Source: an optimization exercise on an open RTL-to-GDS flow (aim: small area). Production flows keep margins and buffers that such runs may drop.
The RTL was checked by simulation tests, not by an equivalence proof against the original design.
Power figures rest on the tool's default switching activity, not on a simulated workload.

$ cat design.v
module gnp_bitmath (
    input  wire x,
    input  wire y,
    input  wire sub,
    input  wire c,
    output wire s,
    output wire co
);
    wire yy = y ^ sub;
    assign s  = x ^ yy ^ c;
    assign co = (x & yy) | (x & c) | (yy & c);
endmodule
module gnp_bitio (
    input  wire        clk,
    input  wire        rst,           
    input  wire        cmd_valid,
    output reg         cmd_ready,
    input  wire [31:0] cmd_data,
    output reg         rsp_valid,
    input  wire        rsp_ready,
    output reg  [31:0] rsp_data,
    output reg         rsp_last,
    output reg         mem_req,
    output reg         mem_we,
    output reg  [11:0] mem_addr,
    output reg  [31:0] mem_wdata,
    input  wire        mem_gnt,
    input  wire        mem_rvalid,
    input  wire [31:0] mem_rdata
);
    localparam [3:0] ST_OK = 4'd0, ST_INVCAP = 4'd1, ST_CAPEXC = 4'd2,
                     ST_OVF = 4'd3, ST_PADNZ = 4'd4, ST_MISAL = 4'd5,
                     ST_BITSR = 4'd6, ST_RANGE = 4'd7, ST_BUFB = 4'd8,
                     ST_NOTB = 4'd9, ST_FAULTED = 4'd10, ST_ILLEGAL = 4'd11,
                     ST_DESYNC = 4'd12;
    localparam [3:0] C_POP = 4'd0, C_BREQ = 4'd1, C_WNEW = 4'd2, C_WBITS = 4'd3,
                     C_WFLUSH = 4'd4, C_WALIGN = 4'd5, C_WBYTES = 4'd6, C_WINT = 4'd7,
                     C_RNEW = 4'd8, C_RBITS = 4'd9, C_RALIGN = 4'd10, C_RBYTES = 4'd11,
                     C_RINT = 4'd12, C_ILL = 4'd13;
    localparam [4:0] S_IDLE = 5'd0, S_HCOPY = 5'd1, S_OPW = 5'd2, S_OPASS = 5'd3,
                     S_CHK = 5'd4, S_DEC = 5'd5, S_COMMIT = 5'd6, S_WSUB = 5'd7,
                     S_PUSH = 5'd8, S_STORE = 5'd9, S_BSET = 5'd10, S_BWAIT = 5'd11,
                     S_DEC4 = 5'd12, S_POP = 5'd13, S_RREQ = 5'd14, S_RWAIT = 5'd15,
                     S_LOAD = 5'd16, S_SEND = 5'd17;
    reg [4:0]  state;
    reg [4:0]  ph;
    reg        run;           
    reg [3:0]  cls;
    reg [1:0]  opn;           
    reg [5:0]  k;             
    reg [5:0]  L;             
    reg [3:0]  ST;            
    reg        c;             
    reg        f1, f2, f3;    
    reg        gt;            
    reg        lst;           
    reg        dat;           
    reg        ic, ib;        
    reg [31:0] A, B, CR1, CR2;
    reg [31:0] wsc;
    reg [4:0]  wsb;
    reg        wbound, wfault, wdesync;
    reg [31:0] rsc;
    reg [5:0]  rcnt;
    reg        rbound;
    wire [7:0] hop   = cmd_data[7:0];
    wire       hz24  = cmd_data[31:8] == 24'd0;
    wire       hz18  = cmd_data[31:14] == 18'd0;
    reg  [3:0] dcls;
    always @* begin
        case (hop)
            8'h01:   dcls = hz24 ? C_POP    : C_ILL;
            8'h02:   dcls = hz24 ? C_BREQ   : C_ILL;
            8'h10:   dcls = hz24 ? C_WNEW   : C_ILL;
            8'h11:   dcls = hz18 ? C_WBITS  : C_ILL;
            8'h12:   dcls = hz24 ? C_WFLUSH : C_ILL;
            8'h13:   dcls = hz24 ? C_WALIGN : C_ILL;
            8'h14:   dcls = C_WBYTES;
            8'h15:   dcls = hz24 ? C_WINT   : C_ILL;
            8'h20:   dcls = hz24 ? C_RNEW   : C_ILL;
            8'h21:   dcls = hz18 ? C_RBITS  : C_ILL;
            8'h23:   dcls = hz24 ? C_RALIGN : C_ILL;
            8'h24:   dcls = C_RBYTES;
            8'h25:   dcls = hz24 ? C_RINT   : C_ILL;
            default: dcls = C_ILL;
        endcase
    end
    wire isnew  = (cls == C_WNEW) || (cls == C_RNEW);
    wire isw    = (cls == C_WBITS) || (cls == C_WINT) || (cls == C_WALIGN) || (cls == C_WBYTES);
    wire isr    = (cls == C_RBITS) || (cls == C_RINT) || (cls == C_RALIGN) || (cls == C_RBYTES);
    wire isby   = (cls == C_WBYTES) || (cls == C_RBYTES);
    wire       busbit = cmd_data[k[4:0]];
    wire [5:0] nrc    = 6'd0 - rcnt;
    wire       rbit   = rsc[nrc[4:0]];
    wire       need;
    wire       popv   = need & rbit;
    wire       at0    = ph == 5'd0;
    wire       at31   = ph == 5'd31;
    wire       sync   = ph == k[4:0];
    wire       klast  = k == 6'd31;
    wire       pgo    = run || (ph == ((cls == C_WINT && state == S_OPASS) ? wsb : 5'd0));
    reg  sx, sy, ssub;
    wire ss, sco;
    gnp_bitmath u_add (.x(sx), .y(sy), .sub(ssub), .c(c), .s(ss), .co(sco));
    wire sneg = sx ^ ~sy ^ sco;       
    always @* begin
        sx = busbit; sy = B[0]; ssub = 1'b1;
        case (state)
            S_OPASS: begin
                if (isnew) begin
                    sx = busbit; sy = (k >= 6'd2) & B[30]; ssub = 1'b0;
                end else if (cls == C_WINT && opn == 2'd1) begin
                    sx = A[0]; sy = busbit; ssub = 1'b1;
                end
            end
            S_POP:  begin sx = popv; sy = B[0]; ssub = 1'b0; end
            S_DEC4: begin sx = B[0]; sy = (k == 6'd10); ssub = 1'b1; end
            default: ;
        endcase
    end
    wire [2:0] wpad = 3'd0 - wsb[2:0];
    wire [2:0] rpad = rcnt[2:0];
    wire [5:0] cl   = (cls == C_WALIGN) ? {3'd0, wpad} :
                      (cls == C_RALIGN) ? {3'd0, rpad} : L;
    assign need = (cls == C_WFLUSH) ? (wsb != 5'd0) : (k < L);
    reg        cx, cy;
    always @* begin
        if (isby) cx = (k >= 6'd3) && (isw ? B[12] : B[30]);
        else      cx = (k < 6'd6) && cl[k[2:0]];
        if (k >= 6'd18)              cy = 1'b0;
        else if (isr && k < 6'd5)    cy = rcnt[k[2:0]];
        else                         cy = CR2[0];
    end
    wire cmp_start = isw ? (ph == 5'd25) : (ph == 5'd7);
    wire cmp_last  = isby ? (k == 6'd26) : (k == 6'd17);
    wire rok   = !f2 && (L != 6'd0) && f1 && !f3;
    wire l_big = L > 6'd32;
    reg [3:0] code;
    always @* begin
        code = ST_OK;
        case (cls)
            C_POP:  code = ST_OK;
            C_BREQ: code = f2 ? ST_RANGE : ST_OK;
            C_WNEW, C_RNEW:
                code = f3 ? ST_INVCAP : f1 ? ST_BUFB : ST_OK;
            C_WFLUSH:
                code = !wbound ? ST_NOTB : wfault ? ST_FAULTED : ST_OK;
            C_WBITS, C_WINT, C_WALIGN, C_WBYTES: begin
                if (!wbound)                                  code = ST_NOTB;
                else if (wfault)                              code = ST_FAULTED;
                else if (wdesync)                             code = ST_DESYNC;
                else if (cls == C_WBITS && l_big)             code = ST_BITSR;
                else if (cls == C_WINT && !rok)               code = ST_RANGE;
                else if (cls == C_WALIGN && wpad == 3'd0)     code = ST_OK;
                else if (cls == C_WBYTES && wsb[2:0] != 3'd0) code = ST_MISAL;
                else if (gt)                                  code = ST_CAPEXC;
                else                                          code = ST_OK;
            end
            C_RBITS, C_RINT, C_RALIGN, C_RBYTES: begin
                if (!rbound)                                  code = ST_NOTB;
                else if (cls == C_RBITS && l_big)             code = ST_BITSR;
                else if (cls == C_RINT && (f2 || L == 6'd0))  code = ST_RANGE;
                else if (cls == C_RALIGN && rpad == 3'd0)     code = ST_OK;
                else if (cls == C_RBYTES && rcnt[2:0] != 3'd0) code = ST_MISAL;
                else if (gt)                                  code = ST_OVF;
                else                                          code = ST_OK;
            end
            default: code = ST_ILLEGAL;
        endcase
    end
    wire code_ok = code == ST_OK;
    wire wlatch  = isw && (code == ST_DESYNC || code == ST_BITSR || code == ST_RANGE ||
                           code == ST_MISAL || code == ST_CAPEXC);
    wire bzero   = !f2;                   
    wire g0  = (state == S_STORE) && at0 && mem_gnt;
    wire g12 = (state == S_RREQ) && (ph == 5'd12) && mem_gnt;
    wire commit = (state == S_COMMIT) && (run || at0);
    wire wsub   = (state == S_WSUB) && (run || ph == 5'd25);
    reg cr1_in, ic_n;
    always @* begin
        cr1_in = CR1[0];
        ic_n   = 1'b0;
        if (ph < 5'd12) begin
            if (commit && cls == C_WNEW) cr1_in = B[0];
            else begin
                cr1_in = CR1[0] ^ (at0 ? g0 : ic);
                ic_n   = CR1[0] & (at0 ? g0 : ic);
            end
        end else if (ph < 5'd24) begin
            if (commit && cls == C_RNEW) cr1_in = B[20];
            else begin
                cr1_in = CR1[0] ^ ((ph == 5'd12) ? g12 : ic);
                ic_n   = CR1[0] & ((ph == 5'd12) ? g12 : ic);
            end
        end
    end
    reg cr2_in, ib_n;
    always @* begin
        cr2_in = CR2[0];
        ib_n   = 1'b0;
        if (ph >= 5'd12 && ph <= 5'd24) begin
            if (commit && cls == C_RNEW) cr2_in = A[22];
            else begin
                cr2_in = CR2[0] ^ ((ph == 5'd12) ? g12 : ib);
                ib_n   = ~CR2[0] & ((ph == 5'd12) ? g12 : ib);
            end
        end else begin
            if (commit && cls == C_WNEW)
                cr2_in = (ph < 5'd25 || ph > 5'd27) & A[4];
            else if (wsub) begin
                cr2_in = CR2[0] ^ cx ^ ((ph == 5'd25) ? 1'b0 : ib);
                ib_n   = (~CR2[0] & (cx | ((ph == 5'd25) ? 1'b0 : ib))) |
                         (cx & ((ph == 5'd25) ? 1'b0 : ib));
            end
        end
    end
    wire [5:0] lv = dat ? L : {2'b0, ST};
    always @* begin
        cmd_ready = 1'b0;
        case (state)
            S_IDLE:  cmd_ready = (dcls != C_WBYTES) && (dcls != C_RBYTES);
            S_HCOPY: cmd_ready = pgo && klast;
            S_OPASS: cmd_ready = pgo && klast;
            S_DEC:   cmd_ready = (cls == C_WBITS) && !code_ok;
            S_PUSH:  cmd_ready = !need && (cls == C_WBITS || cls == C_WBYTES);
            S_BWAIT: cmd_ready = (ST != ST_OK);
            default: cmd_ready = 1'b0;
        endcase
        rsp_valid = (state == S_SEND) && at0;
        rsp_data  = A;
        rsp_last  = lst;
        mem_req   = ((state == S_STORE) && at0) || ((state == S_RREQ) && (ph == 5'd12));
        mem_we    = (state == S_STORE);
        mem_addr  = CR1[11:0];
        mem_wdata = wsc;
    end
    always @(posedge clk) begin
        A   <= {A[0], A[31:1]};
        B   <= {B[0], B[31:1]};
        CR1 <= {cr1_in, CR1[31:1]};
        CR2 <= {cr2_in, CR2[31:1]};
        wsc <= {wsc[0], wsc[31:1]};
        ic  <= ic_n;
        ib  <= ib_n;
        ph  <= ph + 5'd1;
        if (rst) begin
            state  <= S_IDLE;
            run    <= 1'b0;
            ph     <= 5'd0;
            wbound <= 1'b0;
            rbound <= 1'b0;
        end else begin
            case (state)
            S_IDLE: if (cmd_valid) begin
                cls <= dcls;
                L   <= cmd_data[13:8];
                opn <= 2'd0;
                dat <= 1'b0;
                run <= 1'b0;
                k   <= 6'd0;
                case (dcls)
                    C_WBYTES, C_RBYTES:                 state <= S_HCOPY;
                    C_POP, C_BREQ, C_WNEW, C_RNEW,
                    C_WINT, C_RINT, C_WBITS:            state <= S_OPW;
                    default:                            state <= S_CHK;
                endcase
            end
            S_HCOPY: if (pgo) begin
                B[31] <= busbit;
                if (k >= 6'd8) f2 <= f2 | busbit;
                if (k == 6'd8) f2 <= busbit;
                run   <= !klast;
                k     <= k + 6'd1;
                if (klast) begin
                    k     <= 6'd0;
                    state <= S_CHK;
                end
            end
            S_OPW: if (cmd_valid) begin
                c   <= !isnew;
                run <= 1'b0;
                k   <= 6'd0;
                if (isnew) begin
                    f1 <= 1'b0;
                    f2 <= 1'b0;
                    f3 <= 1'b0;
                end
                if (opn == 2'd2) f3 <= 1'b0;
                state <= (cls == C_WBITS) ? S_CHK : S_OPASS;
            end
            S_OPASS: if (pgo) begin
                run <= !klast;
                k   <= k + 6'd1;
                c   <= sco;
                if (cls == C_POP) begin
                    L <= L + {5'd0, busbit};
                end else if (isnew && opn == 2'd1) begin
                    A[31] <= busbit;
                    if (k < 6'd2) f3 <= f3 | busbit;
                    if (k < 6'd14) f2 <= f2 | ss;
                    if (k == 6'd14) f1 <= f1 | (ss & f2);
                    if (k > 6'd14) f1 <= f1 | ss;
                    if (klast) f1 <= f1 | ss | sco | B[31] | B[0];
                end else if (opn == 2'd0) begin
                    if (cls == C_WINT) A[31] <= busbit;
                    else               B[31] <= busbit;
                end else if (cls == C_WINT && opn == 2'd1) begin
                    A[31] <= ss;
                    B[31] <= busbit;
                    if (klast) f1 <= !sneg;
                end else begin
                    if (ss) L <= k + 6'd1;
                    if (klast) f2 <= sneg;
                    if (cls == C_WINT && A[0] != ss) f3 <= A[0];
                end
                if (klast) begin
                    k   <= 6'd0;
                    opn <= opn + 2'd1;
                    if (opn + 2'd1 == ((cls == C_WINT) ? 2'd3 : (cls == C_POP) ? 2'd1 : 2'd2))
                        state <= S_CHK;
                    else
                        state <= S_OPW;
                end
            end
            S_CHK: begin
                if (!(isw || isr)) state <= S_DEC;
                else if (run || cmp_start) begin
                    k   <= k + 6'd1;
                    run <= !cmp_last;
                    if (!run) gt <= cx & ~cy;
                    else if (cx != cy) gt <= cx;
                    if (cmp_last) state <= S_DEC;
                end else begin
                    k <= 6'd0;
                end
            end
            S_DEC: begin
                ST  <= code;
                lst <= 1'b1;
                k   <= 6'd0;
                run <= 1'b0;
                if (wlatch) wfault <= 1'b1;
                state <= S_LOAD;
                case (cls)
                    C_POP, C_BREQ, C_RBITS, C_RINT: lst <= !code_ok;
                    C_RBYTES: lst <= !code_ok || bzero;
                    C_WNEW, C_RNEW: if (code_ok) state <= S_COMMIT;
                    C_WBITS, C_WINT: if (code_ok) state <= S_WSUB;
                    C_WALIGN: begin
                        L <= {3'd0, wpad};
                        if (code_ok && wpad != 3'd0) state <= S_WSUB;
                    end
                    C_WFLUSH: if (code_ok && wsb != 5'd0) state <= S_PUSH;
                    C_WBYTES: if (!bzero) state <= (code_ok ? S_WSUB : S_BSET);
                    C_RALIGN: begin
                        L  <= {3'd0, rpad};
                        f1 <= 1'b0;
                        if (code_ok && rpad != 3'd0) state <= S_POP;
                    end
                    default: ;
                endcase
            end
            S_COMMIT: if (pgo) begin
                run <= !klast;
                k   <= k + 6'd1;
                if (klast) begin
                    k <= 6'd0;
                    if (cls == C_WNEW) begin
                        wsb     <= 5'd0;
                        wfault  <= 1'b0;
                        wdesync <= 1'b0;
                        wbound  <= 1'b1;
                    end else begin
                        rcnt    <= 6'd0;
                        rbound  <= 1'b1;
                    end
                    state <= S_LOAD;
                end
            end
            S_WSUB: if (run || ph == 5'd25) begin
                k   <= k + 6'd1;
                run <= !cmp_last;
                if (cmp_last) begin
                    k   <= 6'd0;
                    run <= 1'b0;
                    state <= (cls == C_WBYTES) ? S_BSET : S_PUSH;
                end
            end else k <= 6'd0;
            S_PUSH: begin
                if (need) begin
                    if (ph == wsb) begin
                        wsc[31] <= (cls == C_WINT) ? A[0] :
                                   (cls == C_WBITS || cls == C_WBYTES) ? busbit : 1'b0;
                        wsb <= wsb + 5'd1;
                        k   <= k + 6'd1;
                        if (wsb == 5'd31) state <= S_STORE;
                    end
                end else begin
                    k   <= 6'd0;
                    run <= 1'b0;
                    if (cls == C_WFLUSH) wdesync <= 1'b1;
                    c   <= 1'b1;
                    state <= (cls == C_WBYTES) ? S_DEC4 : S_LOAD;
                end
            end
            S_STORE: if (g0) state <= S_PUSH;
            S_BSET: if (at0) begin
                L   <= (B[31:10] != 22'd0) ? 6'd32 : {1'b0, B[9:8], 3'd0};
                lst <= (B[31:11] == 21'd0) && (B[10:8] <= 3'd4);
                k   <= 6'd0;
                c   <= 1'b0;
                state <= (cls == C_WBYTES) ? S_BWAIT : S_POP;
            end
            S_BWAIT: if (cmd_valid) begin
                k   <= 6'd0;
                c   <= 1'b1;
                run <= 1'b0;
                state <= (ST == ST_OK) ? S_PUSH : S_DEC4;
            end
            S_DEC4: if (pgo) begin
                B[31] <= ss;
                c     <= sco;
                run   <= !klast;
                k     <= k + 6'd1;
                if (klast) begin
                    k <= 6'd0;
                    if (cls == C_RBYTES) state <= S_SEND;
                    else                 state <= lst ? S_LOAD : S_BSET;
                end
            end
            S_POP: begin
                if (k[5]) begin
                    k   <= 6'd0;
                    c   <= 1'b1;
                    run <= 1'b0;
                    if (cls == C_RALIGN) begin
                        ST    <= f1 ? ST_PADNZ : ST_OK;
                        state <= S_LOAD;
                    end else if (cls == C_RBYTES) begin
                        state <= S_DEC4;
                    end else begin
                        state <= S_SEND;
                    end
                end else if (sync) begin
                    if (need && rcnt == 6'd0) begin
                        state <= S_RREQ;
                    end else begin
                        if (need) rcnt <= rcnt - 6'd1;
                        A[31] <= (cls == C_RINT) ? ss : popv;
                        if (cls == C_RINT) c <= sco;
                        f1 <= f1 | popv;
                        k  <= k + 6'd1;
                    end
                end
            end
            S_RREQ: if (g12) state <= S_RWAIT;
            S_RWAIT: if (mem_rvalid) begin
                rsc   <= mem_rdata;
                rcnt  <= 6'd32;
                state <= S_POP;
            end
            S_LOAD: if (pgo) begin
                A[31] <= (k < 6'd6) ? lv[k[2:0]] : 1'b0;
                run   <= !klast;
                k     <= k + 6'd1;
                if (klast) begin
                    k     <= 6'd0;
                    state <= S_SEND;
                end
            end
            S_SEND: if (at0 && rsp_ready) begin
                k   <= 6'd0;
                c   <= 1'b0;
                dat <= 1'b1;
                run <= 1'b0;
                if (lst) state <= S_IDLE;
                else begin
                    lst <= 1'b1;
                    case (cls)
                        C_POP, C_BREQ: state <= S_LOAD;
                        C_RBYTES:      state <= S_BSET;
                        default:       state <= S_POP;
                    endcase
                end
            end
            default: state <= S_IDLE;
            endcase
        end
    end
endmodule
$ cat run.sh
#!/bin/bash
# synth_recipe.tcl (not shown) runs the flow's synth.tcl, then flattens the netlist and writes it again
# the make line also repeats each setting of config.mk as NAME=value (left out here)
make -C /OpenROAD-flow-scripts/flow DESIGN_CONFIG=/design/flow/config.mk WORK_HOME=/design/flow/orfs CLKGATE_MAP_FILE= SYNTH_SCRIPT=/design/flow/synth_recipe.tcl finish
$ cat config.mk
export PLATFORM = sky130hd
export DESIGN_NAME = gnp_bitio
export DESIGN_NICKNAME = gnp_bitio
export VERILOG_FILES = /design/flow/design.v
export SDC_FILE = /design/flow/constraint.sdc
export NUM_CORES = 4
export LEC_CHECK = 0
export ABC_AREA = 1
export CAP_MARGIN = 20
export CORE_MARGIN = 2
export CORE_UTILIZATION = 30
export CTS_BUF_LIST = sky130_fd_sc_hd__clkbuf_4
export SETUP_SLACK_MARGIN = 0.5
export SLEW_MARGIN = 20
$ cat constraint.sdc
create_clock -name core_clock -period 18.0 [get_ports {clk}]
set_input_delay 3.6000 -clock core_clock [delete_from_list [all_inputs] [get_ports {clk}]]
set_output_delay 3.6000 -clock core_clock [all_outputs]
set_load 0.01 [all_outputs]
==> results of run 1 <==
registers in the layout, summed over array words and instances, names as in the netlist, 4 cells and up:
register / flops
A: 32
B: 32
CR1: 32
CR2: 32
L: 6
ST: 4
cls: 4
k: 6
ph: 5
rcnt: 6
rsc: 32
state: 5
wsb: 5
wsc: 32
stage by stage:
stage	worst slack [ns]	instance area, µm²	cells
final	7.668	14580	2200
after global routing	7.484	14580	2198
after CTS	7.724	14570	2197
after detailed placement	7.734	13720	2077
after global placement	7.806	13720	2077
after floorplan	9.084	11700	1434
Yosys cell counts (all sizes together) (4+ instances only):
cell type and instances:
o21ai 79, nor3 46, nand4 21, nor4 14, inv 195, ha 32, nor2 204, a211oi 7
a2111oi 4, buf 23, clkbuf 10, o221ai 4, xnor2 4, xor2 9, nand3b 6, a22oi 6
nand2 271, o22ai 16, edfxtp 74, o31ai 5, o211ai 19, dfxtp 175, nand3 98, a21oi 72
o2111ai 10
final cells by class:
class / instances / area share, %
clock buffers: 98 / 5.045
well taps: 518 / 4.445
flip-flops and latches: 249 / 39.27
repair buffers: 158 / 10.71
inverters: 197 / 5.080
multi-input cells: 955 / 34.58
diodes: 3 / 0.05148
clock inverters: 22 / 0.8237
report_power, final:
part | total [µW] | internal (µW) | leakage, µW | switching, µW
registers | 654 | 614 | 0.00208 | 39.3
clock network | 497 | 266 | 0.000520 | 231
logic | 393 | 125 | 0.00352 | 268
total | 1540 | 1010 | 0.00612 | 538
kinds of logic (layout without fill, tap and decap cells):
family / Yosys count / after routing / synth area share [%]
other: 0 / 3 / 0
adders and majority gates: 34 / 34 / 3.766
buffers and inverters: 230 / 475 / 7.949
muxes: 1 / 1 / 0.09628
DFF: 249 / 249 / 48.96
and+or+nand+nor: 665 / 665 / 25.69
AOI/OAI and AO/OA: 242 / 242 / 12.57
xor gates and xnor gates: 13 / 13 / 0.9736
worst reg2reg max path: cells and delay by family, from the launching register on:
family | cells | cell delay [ns]
fa+ha+maj | 2 | 1.16
compound gates | 5 | 1.87
buf+inv | 3 | 0.72
flops | 1 | 0.84
simple gates | 6 | 0.69
worst paths after layout:
path / start / endpoint / cells past startpoint
setup / recovery: cmd_data[5] / cmd_ready / 16
hold / removal: CR1[27]$_DFF_P_ / CR1[26]$_DFF_P_ / 0
setup reg to reg: rcnt[0]$_DFFE_PP_ / L[3]$_DFFE_PP_ / 16
hold reg to reg: CR1[27]$_DFF_P_ / CR1[26]$_DFF_P_ / 0
layer usage:
metal | up-vias | wire length, µm
met5 | - | 0
met4 | 0 | 1654
met3 | 115 | 3677
met2 | 547 | 17530
met1 | 5043 | 15770
li1 | 5250 | -
==> reports/results.ini, run 1 <==
[run_status]
status=complete, no violations

[drt]
via_per_inst=4.980
antenna_left=0
drt-pass1-iter-count=6
post_drt_wl_per_cell_um=17.56
drc_errors=0
first_iter_violations=1057
num_vias=10955
drt_wl_total_um=38640

[setup_path]
cp_cell_sequence=clkdlybuf4s50_1 > inv_1 > nor3_1 > nand2_1 > nand4_1 > nor2_1 > nor2_2 > nand4_1 > inv_1 > ha_1 > nand2_1 > nand2_1 > nand2_1 > a21oi_1 > o2111ai_1 > clkdlybuf4s50_1
cp-start-kind=primary input
cp_top_family=simple AND/OR/NAND/NOR gates
cp-end-kind=primary output
crit_buf_inv=4
crit_arrival_ns=6.73
cp_common_cell=nand2_1
cp_max_fo=4
worstSetupPathType=primary input to primary output
required_ns=14.40
max_stage_delay_ns=0.56
slowest_stage=clkdlybuf4s50_1
rrSetupSlack_ns=12.37

[final_layout]
fillers=4068
ff_latch_area_um2=5725
layout.nets=1733
final_common_cell=nand2_1
fin_util_pct=37.82
final_cell_mix=nand2_1 (260), nor2_1 (183), inv_1 (180)
syn2layout_area_growth_pct=24.68
drive_gt1_share_pct=10.78
multi_input_area_um2=5042

[global_routing]
grtUsageMet3_pct=5.005
grt_util_met1_pct=23.12
grt_pass1_vias=10891
antenna_found_initial=1
gr-usage-met2_pct=30.07
busiest_layer=met2
grt_overflow=0
grt_pass1_wl_um=59530
grt_max_degree=35
gr-usage-all-layers_pct=18.70

[hold_path]
hp-class=register to register

[floorplanning]
core_area_um2=38560
dieWidth_um=201.4
fp.dieH_um=201.4
io_pins=151
floorplan.initialDensity_pct=30.33
die-area_um2=40580
row_count=72

[power]
powerDensity_nw_per_um2=105.9
vdd_ir_drop_max_uv=56.26
power_uw=1544
power.leakage_uw=0.006120

[yosys]
async_flop_share_pct=0
synth_seq_area_share_pct=48.96
yosys_register_bits=249
yosysWarnings=1
synth_top_area_share_pct=29.96
yosysUniqueCellTypes=63
syn_inst=1434
synthTopCellsByArea=dfxtp_1 (30%), edfxtp_1 (19%), nand2_1 (8.3%)
synth_top_cell_by_area=dfxtp_1
synthFlopType=dfxtp_1
syn_area_um2=11690
syn_area_per_cell_um2=8.155
synth-edff-count=74

[sta]
hold_viol_final=0
fmax_mhz=96.79
period_share_pct=57.40
tightest_slew_ns=0.8453
hold_slack_ns=0.3047
tns_ns=0
slew_violations=0
min_period_ns=10.33
slew_headroom_pct=43.14
skew_ns=0.04702
setup_viol=0
rsz0062_at_grt=no

[cts]
htree_levels=3
cts_hold_buf=0
post_cts_buffers=0
clock_latency_ns=0.69
post_cts_resized=0
cts_tree=built
clockRootBuffer=clkbuf_4
cts_buffer_depth=3
cts_sinks=249
numCtsBuffers=68
clk_pin_slew_worst_paths_ns=0.06

[placed_design]
portBuffers=150
dp_hpwl_um=29670
finalWeightedCongestion=1.016

[run]
drv_cap=0

==> run 2, diff against run 1 <==
==> flow/run.sh (new file) <==
#!/bin/bash
# Standard ORFS layout (the standard.sh, standard synthesis unchanged) with
# two changes: port buffers use the smallest buffer cell, and CTS inserts no
# dummy loads. Each tool's output goes to a log file in the work folder.
set -euo pipefail
export BUFFER_PORTS_ARGS="-buffer_cell sky130_fd_sc_hd__buf_1"
export CTS_ARGS="-sink_clustering_enable -repair_clock_nets -dont_use_dummy_load"
bash standard.sh finish > standard_flow.log 2>&1
==> standard.sh (new file) <==
#!/bin/bash
# synth_recipe.tcl (not shown) runs the flow's synth.tcl, then flattens the netlist and writes it again
# the make line also repeats each setting of config.mk as NAME=value (left out here)
make -C /OpenROAD-flow-scripts/flow DESIGN_CONFIG=/design/flow/config.mk WORK_HOME=/design/flow/orfs CLKGATE_MAP_FILE= SYNTH_SCRIPT=/design/flow/synth_recipe.tcl "${@:-finish}"
removed: run.sh
==> run 2 against run 1 <==
Against the previous run:
- sequential share of layout area rose by 3.3 points
- non-clock buffer count rose by 1
- cell count fell by 4.3%
- worst hold slack improved by 0.0098 ns
- critical path type unchanged
- sequential power barely moved
- power fell by 3.0%
- count of clock-buffer cells in the layout fell by 71
- die area did not move
- synthesized cell count did not move
- worst setup slack improved by 0.72 ns
==> reports/results.ini, run 2 <==
[setup_path]
required_ns=14.40  ; about the same
worstSetupPathType=primary input to primary output  ; unchanged
rrSetupSlack_ns=12.21  ; was 12.37 ns
cp_max_fo=4  ; unchanged
crit_arrival_ns=6.01  ; was 6.73 ns
cp-end-kind=primary output  ; unchanged
cp-start-kind=primary input  ; unchanged

[hold_path]
hp-class=register to register  ; unchanged

[power]
vdd_ir_drop_max_uv=75.22  ; was 56.26 µV
p_seq_share_pct=43.7  ; was 42.3%
clkPwrFrac_pct=30.7  ; was 32.2%
comb_power_share_pct=25.6  ; was 25.4%
powerDensity_nw_per_um2=111.3  ; was 105.9 nW/µm²
p_switching_uw=510.8  ; was 538.3 µW
power_switching_share_pct=34.10  ; was 34.86%
power.leakage_uw=0.005536  ; was 0.006120 µW
internal_power_uw=987.0  ; was 1006 µW

[final_layout]
final_common_cell=nand2_1  ; unchanged
syn2layout_area_growth_pct=15.12  ; was 24.68%
instances_no_fill=2105  ; was 2200
final_cell_mix=nand2_1 (260), nor2_1 (183), inv_1 (180)  ; unchanged
drive_gt1_share_pct=6.364  ; was 10.78%
diodes=0  ; was 3
fillers=4122  ; was 4068
layout.nets=1693  ; was 1733
postLayoutCellArea_um2=13460  ; was 14580 µm²

[floorplanning]
core_area_um2=38560  ; unchanged
row_count=72  ; unchanged
die-area_um2=40580  ; unchanged
fp.dieH_um=201.4  ; unchanged
floorplan.initialDensity_pct=30.33  ; unchanged
dieWidth_um=201.4  ; unchanged
io_pins=151  ; unchanged

[yosys]
synth_seq_area_share_pct=48.96  ; unchanged
yosysUniqueCellTypes=63  ; unchanged
synth_common_cells=nand2_1 (260), nor2_1 (184), inv_1 (180)  ; unchanged
synth-edff-count=74  ; unchanged
syn_area_um2=11690  ; unchanged
syn_area_per_cell_um2=8.155  ; unchanged
synth_top_cell_by_area=dfxtp_1  ; unchanged
async_flop_share_pct=0  ; unchanged
synthTopCellsByArea=dfxtp_1 (30%), edfxtp_1 (19%), nand2_1 (8.3%)  ; unchanged
yosysWarnings=1  ; unchanged
syn_inst=1434  ; unchanged
yosys_register_bits=249  ; unchanged
synth_top_area_share_pct=29.96  ; unchanged
yosysMostFrequentCell=nand2_1  ; unchanged
synthFlopType=dfxtp_1  ; unchanged

[drt]
via_per_inst=5.061  ; was 4.980
antenna_left=0  ; unchanged
drt-pass1-iter-count=5  ; was 6
drt_wl_total_um=38930  ; was 38640 µm
post_drt_wl_per_cell_um=18.49  ; was 17.56 µm
first_iter_violations=926  ; was 1057
num_vias=10654  ; was 10955
drc_errors=0  ; unchanged

[placed_design]
finalWeightedCongestion=0.9848  ; was 1.016
place_ws_ns=8.390  ; was 7.734 ns
dp_hpwl_um=30390  ; was 29670 µm
dp_cells=2078  ; was 2077
portBuffers=150  ; unchanged
place_area_um2=12790  ; was 13720 µm²

[global_routing]
grt_pass1_wl_um=59550  ; was 59530 µm
grt_max_degree=35  ; unchanged
antenna_found_initial=0  ; was 1
grt_overflow=0  ; unchanged
grt_pass1_vias=10314  ; was 10891
gr-usage-all-layers_pct=18.76  ; was 18.70%

[sta]
rsz0062_at_grt=no  ; unchanged
setup_viol=0  ; unchanged
fmax_mhz=104.1  ; was 96.79 MHz
slew_violations=0  ; unchanged
finalWorstSetupSlack_ns=8.389  ; was 7.668 ns
slew_headroom_pct=40.63  ; was 43.14%
tns_ns=0  ; unchanged
period_share_pct=53.39  ; was 57.40%
skew_ns=0.03351  ; was 0.04702 ns
hold_slack_ns=0.3145  ; was 0.3047 ns
tightest_slew_ns=0.8826  ; was 0.8453 ns
min_period_ns=9.611  ; was 10.33 ns
hold_viol_final=0  ; unchanged

[cts]
cts_buffer_depth=3  ; unchanged
clockRootBuffer=clkbuf_16  ; was clkbuf_4
cts_tree=built  ; unchanged
cts_sinks=249  ; unchanged
clock_latency_ns=0.54  ; was 0.69 ns
numCtsBuffers=27  ; was 68
post_cts_resized=0  ; unchanged
post_cts_buffers=0  ; unchanged
cts_hold_buf=0  ; unchanged
htree_levels=1  ; was 3
clk_pin_slew_worst_paths_ns=0.06  ; about the same

[run]
drv_cap=0  ; unchanged

[run_status]
status=complete, no violations  ; unchanged

==> run 2: worst max-delay path: stages <==
cell	delay, ns
buf_1	0.16
inv_1	0.08
nor3_1	0.44
nand2_1	0.21
nand4_1	0.18
nor2_1	0.07
nor2_2	0.12
nand4_1	0.16
inv_1	0.15
ha_1	0.15
nand2_1	0.05
nand2_1	0.05
nand2_1	0.11
a21oi_1	0.14
o2111ai_1	0.17
buf_1	0.18
==> run 2: cell families (layout without fill, tap and decap cells) <==
family,after synthesis,in the layout,share of synthesized area [%]
DFF,249,249,48.96
AOI/OAI and AO/OA,242,242,12.57
and+or+nand+nor,665,665,25.69
adders and majority gates,34,34,3.766
buffers and inverters,230,383,7.949
muxes,1,1,0.09628
xor gates and xnor gates,13,13,0.9736
==> run 2: layer usage <==
layer  vias up  part of all wire [%]  GRT usage [%]
met1      5030                    43          25.04
met3        94                   7.8          2.721
li1       5102                     -              -
met4         0                   3.6          6.408
met5         -                     0              0
met2       428                    46          31.07
==> run 2: stage by stage <==
stage / power, µW / util, %
2_1_floorplan: 905.8 / -
3_3_place_gp: 1039 / 33.16
3_5_place_dp: 1039 / 33.16
5_1_grt: 1572 / 34.92
4_1_cts: 1501 / 34.92
6_report: 1498 / 34.92
==> run 2: path summary, 6_finish.rpt <==
check                   end         startpoint  cells after the start
max reg2reg  L[4]$_DFFE_PP_  rcnt[0]$_DFFE_PP_                     16
min reg2reg  CR2[6]$_DFF_P_     CR2[7]$_DFF_P_                      0
min          CR2[6]$_DFF_P_     CR2[7]$_DFF_P_                      0
max               cmd_ready        cmd_data[5]                     16
==> run 2: cell type report <==
type                            instances  area [µm²]  share of cell area, %
Sequential cell                       249        5725                  42.53
Multi-Input combinational cell        955        5042                  37.45
Inverter                              197       740.7                  5.502
Clock buffer                           27       675.6                  5.019
Tap cell                              518       648.1                  4.814
Timing Repair Buffer                  159       630.6                  4.684
==> run 2: power by group through the flow <==
| stage | Sequential [µW] | Combinational [µW] | Clock, µW |
|---|---|---|---|
| 4_1_cts | 653 | 377 | 471 |
| 5_1_grt | 658 | 423 | 492 |
| 3_5_place_dp | 665 | 374 | 0 |
| 2_1_floorplan | 646 | 260 | 0 |
| 6_report | 654 | 384 | 460 |
| 3_3_place_gp | 664 | 375 | 0 |
==> run 3, diff against run 2 <==
==> flow/run.sh (replaced) <==
#!/bin/bash
# Standard ORFS layout (the standard.sh, standard synthesis unchanged) with
# these changes: synthesis buffers are removed at floorplan, port buffers use
# the smallest buffer cell, and CTS inserts no dummy loads. The make output
# goes to a log file in the work folder; ORFS keeps each step's log in orfs/logs.
set -euo pipefail
export REMOVE_ABC_BUFFERS=1
export BUFFER_PORTS_ARGS="-buffer_cell sky130_fd_sc_hd__buf_1"
export CTS_ARGS="-sink_clustering_enable -repair_clock_nets -dont_use_dummy_load"
bash standard.sh finish > standard_flow.log 2>&1
--- a/config.mk
+++ b/config.mk
@@ -11,4 +11,5 @@
 export CORE_UTILIZATION = 30
 export CTS_BUF_LIST = sky130_fd_sc_hd__clkbuf_4
+export GPL_TIMING_DRIVEN = 0
 export SETUP_SLACK_MARGIN = 0.5
 export SLEW_MARGIN = 20
==> run 3 against run 2 <==
Against the previous run:
- critical path depth rose by 2
- sequential share of layout area rose by 0.18 points
- worst hold slack improved by 0.0046 ns
- sequential power rose by 0.8%
- critical path type unchanged
==> reports/results.ini, run 3 <==
[run_status]
status=complete, no violations  ; unchanged

[setup_path]
slowest_stage=nor3_2  ; was nor3_1
cp-start-kind=primary input  ; unchanged
max_stage_delay_ns=0.31  ; was 0.44 ns
required_ns=14.40  ; about the same
cp_cell_sequence=buf_1 > inv_1 > nor3_2 > inv_1 > nor2_1 > nor2_1 > nand3_1 > nor2_1 > nor2_2 > nand4_1 > inv_1 > ha_1 > nand2_1 > nand2_1 > nand2_1 > a21oi_1 > o2111ai_1 > buf_1  ; was buf_1 > inv_1 > nor3_1 > nand2_1 > nand4_1 > nor2_1 > nor2_2 > nand4_1 > inv_1 > ha_1 > nand2_1 > nand2_1 > nand2_1 > a21oi_1 > o2111ai_1 > buf_1
worstSetupPathType=primary input to primary output  ; unchanged
cp-end-kind=primary output  ; unchanged
cp_max_fo=5  ; was 4
crit_arrival_ns=6.11  ; was 6.01 ns

[final_layout]
final_common_cell=nand2_1  ; unchanged
final_cell_mix=nand2_1 (260), nor2_1 (183), inv_1 (180)  ; unchanged
multi_input_area_um2=5054  ; was 5042 µm²
syn2layout_area_growth_pct=14.63  ; was 15.12%
drive_gt1_share_pct=6.076  ; was 6.364%
layout.nets=1686  ; was 1693
diodes=0  ; unchanged
ff_latch_area_um2=5725  ; unchanged
fin_util_pct=34.77  ; was 34.92%
fillers=4168  ; was 4122

[sta]
hold_viol_final=0  ; unchanged
min_period_ns=9.706  ; was 9.611 ns
tns_ns=0  ; unchanged
rsz0062_at_grt=no  ; unchanged
fmax_mhz=103.0  ; was 104.1 MHz
slew_headroom_pct=31.06  ; was 40.63%
setup_viol=0  ; unchanged
tightest_slew_ns=1.028  ; was 0.8826 ns
slew_violations=0  ; unchanged
skew_ns=0.01850  ; was 0.03351 ns
period_share_pct=53.92  ; was 53.39%

[cts]
htree_levels=1  ; unchanged
clk_pin_slew_worst_paths_ns=0.06  ; about the same
post_cts_buffers=0  ; unchanged
cts_sinks=249  ; unchanged
numCtsBuffers=25  ; was 27
cts_buffer_depth=3  ; unchanged
cts_hold_buf=0  ; unchanged
post_cts_resized=0  ; unchanged
cts_tree=built  ; unchanged
clockRootBuffer=clkbuf_16  ; unchanged
clock_latency_ns=0.52  ; was 0.54 ns

[floorplanning]
fp.dieH_um=201.4  ; unchanged
dieWidth_um=201.4  ; unchanged
io_pins=151  ; unchanged
floorplan.initialDensity_pct=30.33  ; unchanged
row_count=72  ; unchanged
die-area_um2=40580  ; unchanged
core_area_um2=38560  ; unchanged

[global_routing]
grt_pass1_vias=10247  ; was 10314
grt_pass1_wl_um=59520  ; was 59550 µm
grt_overflow=0  ; unchanged
gr-usage-all-layers_pct=18.91  ; was 18.76%
antenna_found_initial=0  ; unchanged
grt_max_degree=35  ; unchanged

[drt]
drt_wl_total_um=39110  ; was 38930 µm
num_vias=10669  ; was 10654
drt-pass1-iter-count=7  ; was 5
post_drt_wl_per_cell_um=18.64  ; was 18.49 µm
first_iter_violations=923  ; was 926
drc_errors=0  ; unchanged
antenna_left=0  ; unchanged
via_per_inst=5.085  ; was 5.061

[yosys]
yosysMostFrequentCell=nand2_1  ; unchanged
synth_top_area_share_pct=29.96  ; unchanged
synth_top_cell_by_area=dfxtp_1  ; unchanged
syn_inst=1434  ; unchanged
yosysUniqueCellTypes=63  ; unchanged
yosysWarnings=1  ; unchanged
syn_area_um2=11690  ; unchanged
synthFlopType=dfxtp_1  ; unchanged
async_flop_share_pct=0  ; unchanged
synth_common_cells=nand2_1 (260), nor2_1 (184), inv_1 (180)  ; unchanged
synth-edff-count=74  ; unchanged
yosys_register_bits=249  ; unchanged
synth_seq_area_share_pct=48.96  ; unchanged
synthTopCellsByArea=dfxtp_1 (30%), edfxtp_1 (19%), nand2_1 (8.3%)  ; unchanged
syn_area_per_cell_um2=8.155  ; unchanged

[run]
drv_cap=0  ; unchanged

[placed_design]
dp_hpwl_um=30480  ; was 30390 µm
finalWeightedCongestion=0.9603  ; was 0.9848
portBuffers=150  ; unchanged

[power]
powerDensity_nw_per_um2=110.1  ; was 111.3 nW/µm²
vdd_ir_drop_max_uv=64.30  ; was 75.22 µV
power.leakage_uw=0.005495  ; was 0.005536 µW

[hold_path]
hp-class=register to register  ; unchanged

==> run 3: cell counts after synthesis <==
Identical to the previous run, type by type.
==> run 3: critical path: cells and delay by family <==
family | cells | cell delay, ns
adder cells (fa/ha/maj) | 1 | 0.16
AND/OR/NAND/NOR | 10 | 1.27
AO/OA/AOI/OAI | 2 | 0.37
buffers and inverters | 5 | 0.71
==> run 3: logic make-up (layout without fill, tap and decap cells) <==
logic type / count (synthesis) / in the layout / share of synthesized area [%]
buffers and inverters: 230 / 376 / 7.949
AND/OR/NAND/NOR: 665 / 665 / 25.69
AO/OA/AOI/OAI: 242 / 242 / 12.57
XOR/XNOR: 13 / 13 / 0.9736
adder cells (fa/ha/maj): 34 / 34 / 3.766
flip-flops: 249 / 249 / 48.96
multiplexers: 1 / 1 / 0.09628
==> run 3: worst paths after layout <==
path                startpoint              end  slack [ns]  cells after the start
max                cmd_data[4]        cmd_ready        8.29                     18
min            CR1[20]$_DFF_P_  CR1[19]$_DFF_P_        0.32                      0
max reg2reg  rcnt[0]$_DFFE_PP_   L[3]$_DFFE_PP_       12.23                     16
min reg2reg    CR1[20]$_DFF_P_  CR1[19]$_DFF_P_        0.32                      0
==> run 3: layout make-up <==
type	instances	area share, %
clock buffer	25	4.667
sequential	249	42.71
multi-input combinational	955	37.70
tap	518	4.835
inverter	197	5.525
timing repair buffer	154	4.564
==> run 3: power by group <==
| group | internal, µW | switching, µW | total [µW] |
|---|---|---|---|
| Sequential | 615 | 43.8 | 659 |
| Combinational | 110 | 271 | 381 |
| Clock | 243 | 193 | 436 |
==> run 3: through the flow <==
| stage | hold WS, ns | std cells | setup WS (ns) | cell area [µm²] | power [µW] |
|---|---|---|---|---|---|
| floorplan | 0.3096 | 1401 | 9.084 | 11510 | 899.1 |
| global placement | 0.3118 | 2069 | 8.389 | 12720 | 1036 |
| detailed placement | 0.3121 | 2072 | 8.321 | 12760 | 1038 |
| CTS | 0.3254 | 2097 | 8.302 | 13390 | 1478 |
| global route | 0.3312 | 2098 | 8.016 | 13410 | 1547 |
| finish | 0.3191 | 2098 | 8.294 | 13410 | 1475 |
==> run 3: metal layers <==
metal  wire (µm)  track usage, %  up-vias
met3        3143           3.158       82
met1       17130           25.77     5074
met5           0               0        -
li1            -               -     5085
met4        1202           6.460        0
met2       17630           30.36      428
==> run 4, diff against run 3 <==
==> flow/run.sh (replaced) <==
#!/bin/bash
# Standard ORFS layout (the standard.sh, standard synthesis unchanged) with
# these changes: synthesis buffers are removed at floorplan, port buffers use
# the smallest buffer cell, and CTS uses smaller clock buffers with larger
# sink clusters and no dummy loads. The make output goes to a log file in the
# work folder; ORFS keeps each step's log in orfs/logs.
set -euo pipefail
export REMOVE_ABC_BUFFERS=1
export BUFFER_PORTS_ARGS="-buffer_cell sky130_fd_sc_hd__buf_1"
export CTS_ARGS="-sink_clustering_enable -repair_clock_nets -dont_use_dummy_load -buf_list sky130_fd_sc_hd__clkbuf_8 -sink_clustering_size 16 -sink_clustering_max_diameter 60"
bash standard.sh finish > standard_flow.log 2>&1
--- a/config.mk
+++ b/config.mk
@@ -9,6 +9,5 @@
 export CAP_MARGIN = 20
 export CORE_MARGIN = 2
-export CORE_UTILIZATION = 30
-export CTS_BUF_LIST = sky130_fd_sc_hd__clkbuf_4
+export CORE_UTILIZATION = 60
 export GPL_TIMING_DRIVEN = 0
 export SETUP_SLACK_MARGIN = 0.5
==> run 4 against run 3 <==
Against the previous run:
- clock power shrank 37%
- cell area shrank 4.9%
- highest routed layer unchanged
- via count shrank 0.29%
- sequential power is essentially flat
- largest cell class unchanged
- worst hold slack gained 0.0056 ns
- non-clock buffer count shrank 1
- count of clock-buffer cells in the layout shrank 4
- first-iteration DRC count grew 2.1%
- global-route usage grew 14 points
- sequential cell count is the same
- area after synthesis is the same
==> reports/results.ini, run 4 <==
[setup_path]
cp_max_fo=5  ; unchanged
required_ns=14.40  ; about the same
cp-end-kind=primary output  ; unchanged
worstSetupPathType=primary input to primary output  ; unchanged
cp-start-kind=primary input  ; unchanged
crit_arrival_ns=6.03  ; was 6.11 ns

[run_status]
status=complete, no violations  ; unchanged

[final_layout]
ff_latch_area_um2=5725  ; unchanged
final_cell_mix=nand2_1 (260), nor2_1 (183), inv_1 (180)  ; unchanged
fin_util_pct=66.19  ; was 34.77%
final_common_cell=nand2_1  ; unchanged
syn2layout_area_growth_pct=9.061  ; was 14.63%
postLayoutCellArea_um2=12750  ; was 13410 µm²
fillers=1752  ; was 4168
layout.nets=1681  ; was 1686
multi_input_area_um2=5059  ; was 5054 µm²
drive_gt1_share_pct=5.778  ; was 6.076%
diodes=0  ; unchanged

[cts]
post_cts_resized=0  ; unchanged
cts_buffer_depth=3  ; unchanged
clock_latency_ns=0.55  ; was 0.52 ns
numCtsBuffers=21  ; was 25
clockRootBuffer=clkbuf_8  ; was clkbuf_16
cts_tree=built  ; unchanged
cts_hold_buf=0  ; unchanged
htree_levels=1  ; unchanged
clk_pin_slew_worst_paths_ns=0.10  ; was 0.06 ns
cts_sinks=249  ; unchanged
post_cts_buffers=0  ; unchanged

[global_routing]
grt_max_degree=35  ; unchanged
grt_overflow=0  ; unchanged
grt_pass1_vias=9731  ; was 10247
grt_pass1_wl_um=52050  ; was 59520 µm
gr-usage-all-layers_pct=32.80  ; was 18.91%
antenna_found_initial=0  ; unchanged

[yosys]
yosysUniqueCellTypes=63  ; unchanged
async_flop_share_pct=0  ; unchanged
synthFlopType=dfxtp_1  ; unchanged
syn_inst=1434  ; unchanged
synth_seq_area_share_pct=48.96  ; unchanged
synth_xor_area_share_pct=0.9736  ; unchanged
synth_top_family_by_area=simple AND/OR/NAND/NOR gates  ; unchanged
synthSimpleGateAreaFrac_pct=25.69  ; unchanged
synth-edff-count=74  ; unchanged
yosys_register_bits=249  ; unchanged
synthTopCellsByArea=dfxtp_1 (30%), edfxtp_1 (19%), nand2_1 (8.3%)  ; unchanged
syn_area_per_cell_um2=8.155  ; unchanged
synth-compound-area-share_pct=12.57  ; unchanged
synth_top_cell_by_area=dfxtp_1  ; unchanged
synth_common_cells=nand2_1 (260), nor2_1 (184), inv_1 (180)  ; unchanged
syn_area_um2=11690  ; unchanged
synthAdderAreaFrac_pct=3.766  ; unchanged
synth_top_area_share_pct=29.96  ; unchanged
synthMuxAreaShare_pct=0.09629  ; unchanged
yosysWarnings=1  ; unchanged
yosysMostFrequentCell=nand2_1  ; unchanged

[power]
powerDensity_nw_per_um2=101.6  ; was 110.1 nW/µm²
internal_power_uw=826.8  ; was 968.1 µW
power.leakage_uw=0.005332  ; was 0.005495 µW
power_switching_share_pct=36.19  ; was 34.39%
p_seq_share_pct=51.0  ; was 44.6%
clkPwrFrac_pct=21.0  ; was 29.5%
p_switching_uw=468.9  ; was 507.4 µW
vdd_ir_drop_max_uv=108.8  ; was 64.30 µV
comb_power_share_pct=28.0  ; was 25.8%

[floorplanning]
core_area_um2=19270  ; was 38560 µm²
io_pins=151  ; unchanged
die-area_um2=20620  ; was 40580 µm²
floorplan.initialDensity_pct=60.69  ; was 30.33%
row_count=51  ; was 72
fp.dieH_um=143.6  ; was 201.4 µm
dieWidth_um=143.6  ; was 201.4 µm

[sta]
fmax_mhz=103.9  ; was 103.0 MHz
tns_ns=0  ; unchanged
setup_viol=0  ; unchanged
min_period_ns=9.628  ; was 9.706 ns
tightest_slew_ns=1.123  ; was 1.028 ns
slew_headroom_pct=24.87  ; was 31.06%
slew_violations=0  ; unchanged
skew_ns=0.06594  ; was 0.01850 ns
period_share_pct=53.49  ; was 53.92%
hold_viol_final=0  ; unchanged
rsz0062_at_grt=no  ; unchanged

[placed_design]
dp_hpwl_um=26290  ; was 30480 µm
finalWeightedCongestion=1.115  ; was 0.9603
place_area_um2=12450  ; was 12760 µm²
portBuffers=150  ; unchanged

[drt]
first_iter_violations=942  ; was 923
drt_wl_total_um=33960  ; was 39110 µm
antenna_left=0  ; unchanged
num_vias=10638  ; was 10669
drc_errors=0  ; unchanged
post_drt_wl_per_cell_um=18.46  ; was 18.64 µm
drt-pass1-iter-count=6  ; was 7
via_per_inst=5.782  ; was 5.085

[hold_path]
hp-class=register to register  ; unchanged

[run]
drv_cap=0  ; unchanged

run 4: final timing paths:
kind                                         from        endpoint  slack [ns]  cells past startpoint
worst max-delay path                  cmd_data[6]       cmd_ready        8.37                     19
worst min-delay path                 B[4]$_DFF_P_    B[3]$_DFF_P_        0.32                      0
worst max register to register  rcnt[0]$_DFFE_PP_  L[5]$_DFFE_PP_       12.28                     16
worst min register to register       B[4]$_DFF_P_    B[3]$_DFF_P_        0.32                      0
run 4: final cells by class:
class	instances	share of cell area [%]
Inverter	197	5.807
Clock buffer	21	2.266
Tap cell	265	2.600
Sequential cell	249	44.89
Timing Repair Buffer	153	4.777
Multi-Input combinational cell	955	39.66
run 4: per-layer routing:
metal | vias up | part of all wire, % | GRT usage, %
met5 | - | 0 | 0
met1 | 4829 | 40 | 44.97
met2 | 603 | 44 | 51.23
li1 | 5087 | - | -
met3 | 119 | 11 | 5.931
met4 | 0 | 4.5 | 14.19
run 4: power groups by stage:
stage	Combinational [µW]	Sequential, µW	Clock [µW]
global placement	344	670	0
detailed placement	348	671	0
CTS	349	659	278
finish	362	661	273
global route	395	664	294
floorplan	245	654	0
run 4: through the flow:
stage                     std cells  hold slack (ns)  worst slack (ns)  total power (µW)
after floorplan                1401           0.3096             9.084             899.1
after detailed placement       1818           0.3128             8.433              1019
final                          1840           0.3246             8.372              1296
after global routing           1840           0.3287             8.141              1354
after global placement         1816           0.3108             8.471              1015
after CTS                      1839           0.3251             8.426              1286
run 4: kinds of logic after synthesis:
group,Yosys count
simple gates,665
flops,249
compound gates,242
buf+inv,230
fa+ha+maj,34
xor+xnor,13
mux,1
run 4: critical path, stage by stage:
cell,delay (ns)
buf_1,0.07
inv_1,0.07
nand2_1,0.12
nor3_2,0.27
inv_1,0.11
nor2_1,0.21
nor2_1,0.10
nand3_1,0.09
nor2_1,0.06
nor2_2,0.12
nand4_1,0.17
inv_1,0.15
ha_1,0.15
nand2_1,0.05
nand2_1,0.06
nand2_1,0.12
a21oi_1,0.15
o2111ai_1,0.18
buf_1,0.17
==> run 5, diff against run 4 <==
--- a/flow/run.sh
+++ b/flow/run.sh
@@ -8,4 +8,4 @@
 export REMOVE_ABC_BUFFERS=1
 export BUFFER_PORTS_ARGS="-buffer_cell sky130_fd_sc_hd__buf_1"
-export CTS_ARGS="-sink_clustering_enable -repair_clock_nets -dont_use_dummy_load -buf_list sky130_fd_sc_hd__clkbuf_8 -sink_clustering_size 16 -sink_clustering_max_diameter 60"
+export CTS_ARGS="-sink_clustering_enable -repair_clock_nets -dont_use_dummy_load -buf_list sky130_fd_sc_hd__clkbuf_8 -sink_clustering_size 14 -sink_clustering_max_diameter 80"
 bash standard.sh finish > standard_flow.log 2>&1
--- a/config.mk
+++ b/config.mk
@@ -9,5 +9,5 @@
 export CAP_MARGIN = 20
 export CORE_MARGIN = 2
-export CORE_UTILIZATION = 60
+export CORE_UTILIZATION = 30
 export GPL_TIMING_DRIVEN = 0
 export SETUP_SLACK_MARGIN = 0.5
==> run 5 against run 4 <==
Against the previous run:
- area after synthesis stayed put
- clock power is 5% higher
- critical path depth is 1 lower
- cell area is 2.6% higher
- count of clock-buffer cells in the layout is 1 higher
- register-to-register slack worse by 0.02 ns
- maximum frequency is 0.87% lower
- critical endpoint unchanged
- power is 2.3% higher
- global-route usage is 14 points lower
- still clean
- first-iteration DRC count is 13% higher
- non-clock buffer count is 1 higher
==> reports/results.ini, run 5 <==
[setup_path]
crit_arrival_ns=6.11  ; was 6.03 ns
cp_max_fo=5  ; unchanged
cp-end-kind=primary output  ; unchanged
required_ns=14.40  ; about the same
worstSetupPathType=primary input to primary output  ; unchanged
regToRegStartpoint=rcnt[0]$_DFFE_PP_  ; unchanged
crit_start=cmd_data[4]  ; was cmd_data[6]
cp-start-kind=primary input  ; unchanged

[sta]
tns_ns=0  ; unchanged
skew_ns=0.05295  ; was 0.06594 ns
setup_viol=0  ; unchanged
rsz0062_at_grt=no  ; unchanged
slew_violations=0  ; unchanged
slew_headroom_pct=29.88  ; was 24.87%
period_share_pct=53.96  ; was 53.49%
min_period_ns=9.713  ; was 9.628 ns
tightest_slew_ns=1.046  ; was 1.123 ns
hold_viol_final=0  ; unchanged
fmax_mhz=103.0  ; was 103.9 MHz

[placed_design]
portBuffers=150  ; unchanged
dp_hpwl_um=30480  ; was 26290 µm
dp_cells=2072  ; was 1818
finalWeightedCongestion=0.9603  ; was 1.115

[drt]
antenna_left=0  ; unchanged
met1_length_um=17090  ; was 13730 µm
num_vias=10597  ; was 10638
post_drt_wl_per_cell_um=18.67  ; was 18.46 µm
via_per_inst=5.058  ; was 5.782
drt_wl_total_um=39120  ; was 33960 µm
drc_errors=0  ; unchanged
drt-pass1-iter-count=6  ; unchanged
maxUsedRoutingLayer=met4  ; unchanged
first_iter_violations=1065  ; was 942
wl_met2_um=17620  ; was 15030 µm
met3_length_um=3071  ; was 3683 µm

[cts]
cts_hold_buf=0  ; unchanged
cts_buffer_depth=3  ; unchanged
clock_latency_ns=0.57  ; was 0.55 ns
numCtsBuffers=22  ; was 21
post_cts_buffers=0  ; unchanged
htree_levels=1  ; unchanged
cts_sinks=249  ; unchanged
post_cts_resized=0  ; unchanged
cts_tree=built  ; unchanged
clockRootBuffer=clkbuf_8  ; unchanged
clk_pin_slew_worst_paths_ns=0.09  ; was 0.10 ns

[run_status]
status=complete, no violations  ; unchanged

[final_layout]
diodes=0  ; unchanged
final_cell_mix=nand2_1 (260), nor2_1 (183), inv_1 (180)  ; unchanged
drive_gt1_share_pct=5.897  ; was 5.778%
final_common_cell=nand2_1  ; unchanged
layout.nets=1683  ; was 1681
instances_no_fill=2095  ; was 1840
syn2layout_area_growth_pct=11.86  ; was 9.061%

[yosys]
synth_common_cells=nand2_1 (260), nor2_1 (184), inv_1 (180)  ; unchanged
async_flop_share_pct=0  ; unchanged
syn_inst=1434  ; unchanged
yosysWarnings=1  ; unchanged
synthTopCellsByArea=dfxtp_1 (30%), edfxtp_1 (19%), nand2_1 (8.3%)  ; unchanged
yosysUniqueCellTypes=63  ; unchanged
syn_area_um2=11690  ; unchanged
yosys_register_bits=249  ; unchanged
synth_top_cell_by_area=dfxtp_1  ; unchanged
synthFlopType=dfxtp_1  ; unchanged
synth_top_area_share_pct=29.96  ; unchanged
yosysMostFrequentCell=nand2_1  ; unchanged
synth-edff-count=74  ; unchanged
syn_area_per_cell_um2=8.155  ; unchanged
synth_seq_area_share_pct=48.96  ; unchanged

[global_routing]
gr-usage-all-layers_pct=18.90  ; was 32.80%
grt_overflow=0  ; unchanged
grt_pass1_wl_um=59530  ; was 52050 µm
grt_max_degree=35  ; unchanged
grt_pass1_vias=10207  ; was 9731
antenna_found_initial=0  ; unchanged

[floorplanning]
die-area_um2=40580  ; was 20620 µm²
dieWidth_um=201.4  ; was 143.6 µm
floorplan.initialDensity_pct=30.33  ; was 60.69%
io_pins=151  ; unchanged
row_count=72  ; was 51
core_area_um2=38560  ; was 19270 µm²
fp.dieH_um=201.4  ; was 143.6 µm

[power]
power.leakage_uw=0.005345  ; was 0.005332 µW
powerDensity_nw_per_um2=101.3  ; was 101.6 nW/µm²
vdd_ir_drop_max_uv=82.50  ; was 108.8 µV

[hold_path]
min-delay-start=CR2[30]$_DFF_P_  ; was B[4]$_DFF_P_
hp-class=register to register  ; unchanged

[run]
drv_cap=0  ; unchanged

[run 5: cell count changes in the layout (fill, tap and decap cells not counted)]
cell	change
buf_8	+1
buf_16	-1
buf_2	+2
a211oi_2	-1
buf_1	-1
buf_6	-1
a211oi_1	+1
clkbuf_8	+1
buf_12	+1
[run 5: final cells by class]
class | instances | area [µm²]
clock buffers | 22 | 302.8
fillers | 4201 | 25470
inverters | 197 | 740.7
multi-input cells | 955 | 5054
flip-flops and latches | 249 | 5725
well taps | 518 | 648.1
repair buffers | 154 | 611.8
[run 5: metrics by stage]
stage / utilization, % / total power [µW] / hold slack, ns / instance area (µm²) / worst slack, ns
global route: 33.93 / 1397 / 0.3346 / 13080 / 8.016
global placement: 32.98 / 1036 / 0.3118 / 12720 / 8.389
CTS: 33.89 / 1328 / 0.3271 / 13070 / 8.302
floorplan: - / 899.1 / 0.3096 / 11510 / 9.084
finish: 33.93 / 1326 / 0.3247 / 13080 / 8.287
detailed placement: 33.11 / 1038 / 0.3121 / 12760 / 8.321
[run 5: cell families (layout without fill, tap and decap cells)]
| family | count (synthesis) | after routing | share of synthesized area, % |
|---|---|---|---|
| flops | 249 | 249 | 48.96 |
| xor+xnor | 13 | 13 | 0.9736 |
| mux | 1 | 1 | 0.09628 |
| simple gates | 665 | 665 | 25.69 |
| compound gates | 242 | 242 | 12.57 |
| buf+inv | 230 | 373 | 7.949 |
| fa+ha+maj | 34 | 34 | 3.766 |
[run 5: critical path: stages]
cell and delay [ns]:
buf_1 0.15, inv_1 0.11, nor3_2 0.31, inv_1 0.12
nor2_1 0.20, nor2_1 0.09, nand3_1 0.09, nor2_1 0.06
nor2_2 0.12, nand4_1 0.15, inv_1 0.14, ha_1 0.16
nand2_1 0.05, nand2_1 0.05, nand2_1 0.14, a21oi_1 0.16
o2111ai_1 0.21, buf_1 0.19
[run 5: power breakdown]
| part | internal [µW] | switching (µW) |
|---|---|---|
| Clock | 109 | 178 |
| Combinational | 110 | 270 |
| Sequential | 614 | 43.7 |
| Total | 833 | 492 |
[run 5: final timing paths]
check                                        to  slack (ns)  cells past startpoint
worst max-delay path                  cmd_ready        8.29                     18
worst min-delay path            CR2[29]$_DFF_P_        0.32                      0
worst max register to register   L[5]$_DFFE_PP_       12.26                     16
worst min register to register  CR2[29]$_DFF_P_        0.32                      0
[run 5: per-layer routing]
layer,global-route usage (%),up-vias
met5,0,-
met4,6.749,0
met3,3.142,78
met2,30.22,420
met1,25.76,5029
li1,-,5070

-- what the ideal ports hide --
How much do the figures lean on ideal ports? The routed layouts below were timed once more, with nothing changed but the port constraints.
Step 1 assumes that a clkbuf_16 drives the clock port and a buf_2 every other input.
Step 2 adds t to the input delays and takes it off the output delays; t is the mean of the earliest and latest rising clock arrival at the registers after step 1. Input paths then give back, and output paths get back, about the clock's delay inside the block.
Three values: ideal ports, drivers, drivers and shift; two values: the first two.
run	shift t [ns]	setup WS [ns]	slew at the worst register clock pin (ns)	worst data-port slew with drivers (ns)
run 1	0.709	7.668 / 7.644 / 7.644	0.07 / 0.07	0.05
run 2	0.565	8.389 / 8.362 / 8.362	0.06 / 0.06	0.05
run 3	0.563	8.294 / 8.250 / 8.250	0.06 / 0.06	0.07
run 4	0.566	8.372 / 8.352 / 8.352	0.10 / 0.10	0.04
run 5	0.584	8.287 / 8.243 / 8.243	0.11 / 0.11	0.08
After both steps every run listed still meets setup and hold.
